Context: an optimization exercise on an open-source flow, tuned for small area, a short achievable clock period and few clock cycles per item. The choices shown serve that exercise and are no tape-out recipe. RTL that was checked went through simulation tests only; none was proved equivalent to the original. Power figures rest on the tool's default switching activity, not on a simulated workload.

==> inputs of branch nickel <==
// rs_parity
module rs_parity (
    input  wire       clk,
    input  wire       rst,
    input  wire       s_valid,
    output wire       s_ready,
    input  wire [7:0] s_data,
    input  wire       s_last,
    input  wire [4:0] ecc_len,
    output wire       m_valid,
    input  wire       m_ready,
    output wire [7:0] m_data,
    output wire       m_last
);
clock: 8.0 ns
lec_check: 0
cap_margin: 20
core_margin: 2
core_utilization: 45
cts_cluster_diameter: 100
cts_cluster_size: 30
setup_slack_margin: 5.0
slew_margin: 20
synth_hierarchical: 1
standard.sh (not shown) runs the stock make flow with config.mk's settings and CLKGATE_MAP_FILE= SYNTH_SCRIPT=/design/flow/synth_recipe.tcl, a recipe that flattens the netlist after the stock synthesis.
==> flow/flow/run.sh <==
#!/bin/bash
# Layout: the standard flow (standard.sh, unchanged synthesis and steps),
# with the port buffers that placement inserts made plain buffers
# (sky130_fd_sc_hd__buf_2) instead of the delay-cell buffer buffer_ports picks
# by default; the resizer can still size them. Every input and output port is
# still buffered. The whole make output goes to standard.log here; each tool's
# own log is under orfs/logs/.
set -euo pipefail
export BUFFER_PORTS_ARGS="-buffer_cell sky130_fd_sc_hd__buf_2"
bash standard.sh > standard.log 2>&1
==> inputs of branch maple, as changes to branch nickel <==
--- a/flow/design.v
+++ b/flow/design.v
@@ -76,12 +76,13 @@
     reg [4:0]  done_e;
     reg [8*EMAX-1:0] ob;
     reg [4:0]  ob_e;        
     reg [4:0]  ob_n;        
     reg [4:0]  ob_r;        
     reg        s_ready_r, m_valid_r, m_last_r;
+    reg        ob_free_r;
     reg [7:0]  m_data_r;
     wire [7:0] head_t, head_p, rem0;
     wire [26:0] s_data_x;
     gf_aside_inv u_r0  (.ax(rem0x), .a(rem0));
     assign s_data_x[0] = s_data[2] ^ s_data[4] ^ s_data[6] ^ s_data[7];
     assign s_data_x[1] = s_data[4] ^ s_data[7];
@@ -115,24 +116,30 @@
     assign head_p[2] = head_t[1] ^ head_t[2] ^ head_t[4] ^ head_t[5];
     assign head_p[3] = head_t[2] ^ head_t[3];
     assign head_p[4] = head_t[1] ^ head_t[5] ^ head_t[6] ^ head_t[7];
     assign head_p[5] = head_t[7];
     assign head_p[6] = head_t[1] ^ head_t[2] ^ head_t[4] ^ head_t[7];
     assign head_p[7] = head_t[1] ^ head_t[4] ^ head_t[5] ^ head_t[7];
-    wire ob_free  = (ob_n == ob_e);
+    wire ob_free  = ob_free_r;    
     wire go       = !done || ob_free;
     wire step     = in_v && go;
     wire xfer     = done && ob_free;
     wire accept   = s_valid && s_ready_r;
     wire out_fire = m_valid_r && m_ready;
     wire       in_v_n   = accept || (in_v && !step);
     wire       done_n   = (step && in_last) || (done && !xfer);
     wire [4:0] ob_e_n   = xfer ? done_e : ob_e;
     wire [4:0] ob_n_n   = xfer ? 5'd0 : ob_n + {4'd0, out_fire};
-    wire [4:0] ob_r_n   = (xfer || ob_r == EMAX - 1) ? 5'd0 : ob_r + 5'd1;
-    wire       ob_free_n = (ob_n_n == ob_e_n);
+    wire [4:0] ob_r_inc = (ob_r == EMAX - 1) ? 5'd0 : ob_r + 5'd1;
+    wire [4:0] ob_r_n   = xfer ? 5'd0 : ob_r_inc;
+    wire       n_eq1    = (ob_n + 5'd1 == ob_e);
+    wire       n_eq2    = (ob_n + 5'd2 == ob_e);
+    wire       ob_free_n = !xfer && (out_fire ? n_eq1 : ob_free);
+    wire       m_valid_n = xfer || (!ob_free_n &&
+                           (out_fire ? (ob_r_inc == ob_n + 5'd1) : (ob_r_inc == ob_n)));
+    wire       m_last_n  = xfer ? (done_e == 5'd1) : (out_fire ? n_eq2 : n_eq1);
     assign head_t = xfer ? rem0 : ob[15:8];
     wire [18*15-1:18] gtab_a =
         ({252{eoh[0]}} & 252'h000000000000000000000000000000000000000000000000000000000000000) |
         ({252{eoh[1]}} & 252'h00000000000000000000000000000000000000000000000000000000002DA05) |
         ({252{eoh[2]}} & 252'h0000000000000000000000000000000000000000000000000000003CA17C46D) |
         ({252{eoh[3]}} & 252'h00000000000000000000000000000000000000000000000003952D7ADCDBA33) |
@@ -262,23 +269,25 @@
             ob_e      <= 5'd0;
             ob_n      <= 5'd0;
             ob_r      <= 5'd0;
             s_ready_r <= 1'b1;
             m_valid_r <= 1'b0;
             m_last_r  <= 1'b0;
+            ob_free_r <= 1'b1;
         end else begin
             in_v      <= in_v_n;
             if (accept)
                 inblk <= !s_last;
             done      <= done_n;
             ob_e      <= ob_e_n;
             ob_n      <= ob_n_n;
             ob_r      <= ob_r_n;
             s_ready_r <= !in_v_n || !done_n || ob_free_n;
-            m_valid_r <= !ob_free_n && (ob_r_n == ob_n_n);
-            m_last_r  <= (ob_n_n == ob_e_n - 5'd1);
+            ob_free_r <= ob_free_n;
+            m_valid_r <= m_valid_n;
+            m_last_r  <= m_last_n;
         end
     end
     assign s_ready = s_ready_r;
     assign m_valid = m_valid_r;
     assign m_data  = m_data_r;
     assign m_last  = m_last_r;
==> flow/run.sh (new file) <==
#!/bin/bash
# synth_recipe.tcl (not shown) runs the flow's synth.tcl, then flattens the netlist and writes it again
# the make line also repeats each setting of config.mk as NAME=value (left out here)
make -C /OpenROAD-flow-scripts/flow DESIGN_CONFIG=/design/flow/config.mk WORK_HOME=/design/flow/orfs CLKGATE_MAP_FILE= SYNTH_SCRIPT=/design/flow/synth_recipe.tcl finish
Settings changed: CORE_UTILIZATION 45 to 50, CTS_CLUSTER_SIZE 30 to 24, PLACE_DENSITY set to 0.7, SLEW_MARGIN 20 to 30.
removed: flow/flow/run.sh
removed: flow/standard.sh
==> inputs of branch cedar, as changes to branch nickel <==
--- a/flow/design.v
+++ b/flow/design.v
@@ -76,12 +76,13 @@
     reg [4:0]  done_e;
     reg [8*EMAX-1:0] ob;
     reg [4:0]  ob_e;        
     reg [4:0]  ob_n;        
     reg [4:0]  ob_r;        
     reg        s_ready_r, m_valid_r, m_last_r;
+    reg        ob_free_r;
     reg [7:0]  m_data_r;
     wire [7:0] head_t, head_p, rem0;
     wire [26:0] s_data_x;
     gf_aside_inv u_r0  (.ax(rem0x), .a(rem0));
     assign s_data_x[0] = s_data[2] ^ s_data[4] ^ s_data[6] ^ s_data[7];
     assign s_data_x[1] = s_data[4] ^ s_data[7];
@@ -115,24 +116,30 @@
     assign head_p[2] = head_t[1] ^ head_t[2] ^ head_t[4] ^ head_t[5];
     assign head_p[3] = head_t[2] ^ head_t[3];
     assign head_p[4] = head_t[1] ^ head_t[5] ^ head_t[6] ^ head_t[7];
     assign head_p[5] = head_t[7];
     assign head_p[6] = head_t[1] ^ head_t[2] ^ head_t[4] ^ head_t[7];
     assign head_p[7] = head_t[1] ^ head_t[4] ^ head_t[5] ^ head_t[7];
-    wire ob_free  = (ob_n == ob_e);
+    wire ob_free  = ob_free_r;    
     wire go       = !done || ob_free;
     wire step     = in_v && go;
     wire xfer     = done && ob_free;
     wire accept   = s_valid && s_ready_r;
     wire out_fire = m_valid_r && m_ready;
     wire       in_v_n   = accept || (in_v && !step);
     wire       done_n   = (step && in_last) || (done && !xfer);
     wire [4:0] ob_e_n   = xfer ? done_e : ob_e;
     wire [4:0] ob_n_n   = xfer ? 5'd0 : ob_n + {4'd0, out_fire};
-    wire [4:0] ob_r_n   = (xfer || ob_r == EMAX - 1) ? 5'd0 : ob_r + 5'd1;
-    wire       ob_free_n = (ob_n_n == ob_e_n);
+    wire [4:0] ob_r_inc = (ob_r == EMAX - 1) ? 5'd0 : ob_r + 5'd1;
+    wire [4:0] ob_r_n   = xfer ? 5'd0 : ob_r_inc;
+    wire       n_eq1    = (ob_n + 5'd1 == ob_e);
+    wire       n_eq2    = (ob_n + 5'd2 == ob_e);
+    wire       ob_free_n = !xfer && (out_fire ? n_eq1 : ob_free);
+    wire       m_valid_n = xfer || (!ob_free_n &&
+                           (out_fire ? (ob_r_inc == ob_n + 5'd1) : (ob_r_inc == ob_n)));
+    wire       m_last_n  = xfer ? (done_e == 5'd1) : (out_fire ? n_eq2 : n_eq1);
     assign head_t = xfer ? rem0 : ob[15:8];
     wire [18*15-1:18] gtab_a =
         ({252{eoh[0]}} & 252'h000000000000000000000000000000000000000000000000000000000000000) |
         ({252{eoh[1]}} & 252'h00000000000000000000000000000000000000000000000000000000002DA05) |
         ({252{eoh[2]}} & 252'h0000000000000000000000000000000000000000000000000000003CA17C46D) |
         ({252{eoh[3]}} & 252'h00000000000000000000000000000000000000000000000003952D7ADCDBA33) |
@@ -262,23 +269,25 @@
             ob_e      <= 5'd0;
             ob_n      <= 5'd0;
             ob_r      <= 5'd0;
             s_ready_r <= 1'b1;
             m_valid_r <= 1'b0;
             m_last_r  <= 1'b0;
+            ob_free_r <= 1'b1;
         end else begin
             in_v      <= in_v_n;
             if (accept)
                 inblk <= !s_last;
             done      <= done_n;
             ob_e      <= ob_e_n;
             ob_n      <= ob_n_n;
             ob_r      <= ob_r_n;
             s_ready_r <= !in_v_n || !done_n || ob_free_n;
-            m_valid_r <= !ob_free_n && (ob_r_n == ob_n_n);
-            m_last_r  <= (ob_n_n == ob_e_n - 5'd1);
+            ob_free_r <= ob_free_n;
+            m_valid_r <= m_valid_n;
+            m_last_r  <= m_last_n;
         end
     end
     assign s_ready = s_ready_r;
     assign m_valid = m_valid_r;
     assign m_data  = m_data_r;
     assign m_last  = m_last_r;
==> flow/run.sh (new file) <==
#!/bin/bash
# synth_recipe.tcl (not shown) runs the flow's synth.tcl, then flattens the netlist and writes it again
# the make line also repeats each setting of config.mk as NAME=value (left out here)
make -C /OpenROAD-flow-scripts/flow DESIGN_CONFIG=/design/flow/config.mk WORK_HOME=/design/flow/orfs CLKGATE_MAP_FILE= SYNTH_SCRIPT=/design/flow/synth_recipe.tcl finish
Settings changed: CORE_UTILIZATION 45 to 50, CTS_CLUSTER_SIZE 30 to 24, PLACE_DENSITY set to 0.7, SLEW_MARGIN 20 to 30, TNS_END_PERCENT set to 50.
removed: flow/flow/run.sh
removed: flow/standard.sh
==> impl_results.rst <==
.. list-table::
   :header-rows: 1

   * - Metric
     - Value
   * - Outcome
     - no timing/DRC/antenna violations
   * - Flip-flop and latch power
     - roughly 6.3 mW
   * - Number of rows in the core area
     - about 120
   * - Vias in the first global route
     - between 30000 and 40000
   * - Peak Freq
     - 320 MHz
   * - Layout multi-input combinational cell count
     - approximately 4300
   * - Clk pwr share
     - 7.9%
   * - Final total power
     - about 24 mW
   * - Height of the die
     - roughly 320 µm
   * - Commonest cells after routing, fill and taps aside
     - nand2_1 (1202), xnor2_1 (942), xor2_1 (427)
   * - Share of the final layout cell area in multi-input gates
     - 58.8%
   * - Routed via count divided by cell count
     - approximately 5.8
   * - Worst Hold End
     - ob[45]
   * - Post-synthesis adder-cell area fraction
     - less than 1%
   * - Clock tree sinks
     - approximately 630
   * - Synth Instances
     - between 5000 and 6000
   * - Cell area after placement
     - ~48000 µm²
   * - Number of fillers in the final layout
     - 9375
   * - Routed wire length
     - 190000 µm
(the above is from branch nickel)
==> impl_results.rst <==
.. list-table::
   :header-rows: 1

   * - Metric
     - Value
   * - Outcome
     - no timing/DRC/antenna violations
   * - Cell area after placement
     - 48000 µm²
   * - Final total power
     - 23.3 mW
   * - Flip-flop and latch power
     - around 6.3 mW
   * - Number of rows in the core area
     - between 100 and 150
   * - Height of the die
     - 307 µm
   * - Commonest cells after routing, fill and taps aside
     - nand2_1 (1947), xnor2_1 (998), xor2_1 (432)
   * - Clock tree sinks
     - between 600 and 700
   * - Number of fillers in the final layout
     - 8325
   * - Worst Hold End
     - done_e[1]
   * - Synth Instances
     - between 5000 and 6000
(the above is from branch cedar)
==> impl_results.rst <==
.. list-table::
   :header-rows: 1

   * - Metric
     - Value
   * - Number of fillers in the final layout
     - slightly above 8000
   * - Synth Instances
     - between 5000 and 6000
   * - Commonest cells after routing, fill and taps aside
     - nand2_1 (1935), xnor2_1 (1007), xor2_1 (433)
   * - Post-synthesis adder-cell area fraction
     - less than 1%
   * - Clk pwr share
     - under 10%
   * - Routed wire length
     - 193000 µm
   * - Flip-flop and latch power
     - roughly 6.2 mW
   * - Cell area after placement
     - 48200 µm²
   * - Worst Hold End
     - ob[147]
   * - Outcome
     - no timing/DRC/antenna violations
   * - Layout multi-input combinational cell count
     - 4767
   * - Height of the die
     - approximately 310 µm
   * - Clock tree sinks
     - 630
   * - Number of rows in the core area
     - 111
(the above is from branch maple)
Testbench counts of branch maple, summed over its fixed seeds: cycles 12,602, bytes 12,345.
Testbench counts of branch cedar, summed over its fixed seeds: cycles 12,602, bytes 12,345.
Only the layout flow was run in branch nickel; the RTL was not checked for function there.

==> port drivers added, routing unchanged <==
The results above use ideal ports. As a check the final layouts listed here were re-extracted and re-timed, cells and wires unchanged. Step 1 (the two cells are an assumption about what drives the block):
set clk [get_ports {clk}]
set_driving_cell -lib_cell sky130_fd_sc_hd__clkbuf_16 $clk
set_driving_cell -lib_cell sky130_fd_sc_hd__buf_2 [delete_from_list [all_inputs] $clk]
Step 2 adds t to the input delays and takes it off the output delays; t is the mean of the earliest and latest rising clock arrival at the registers after step 1. Input paths then give back, and output paths get back, about the clock's delay inside the block. Slacks: ideal / step 1 / step 2; pairs: ideal / step 1.
run | t (ns) | slack for setup (ns) | hold WS [ns]
branch nickel | 0.718 | 4.879 / 4.879 / 4.341 | 0.428 / 0.428 / 0.428
branch maple | 0.715 | 4.944 / 4.944 / 4.380 | 0.427 / 0.427 / 0.427
branch cedar | 0.710 | 4.896 / 4.837 / 4.424 | 0.424 / 0.424 / 0.424
After both steps every run listed still meets setup and hold. The setup slack of branch maple, which loses most, moves by 0.000 ns with the drivers and by -0.564 ns with both steps.
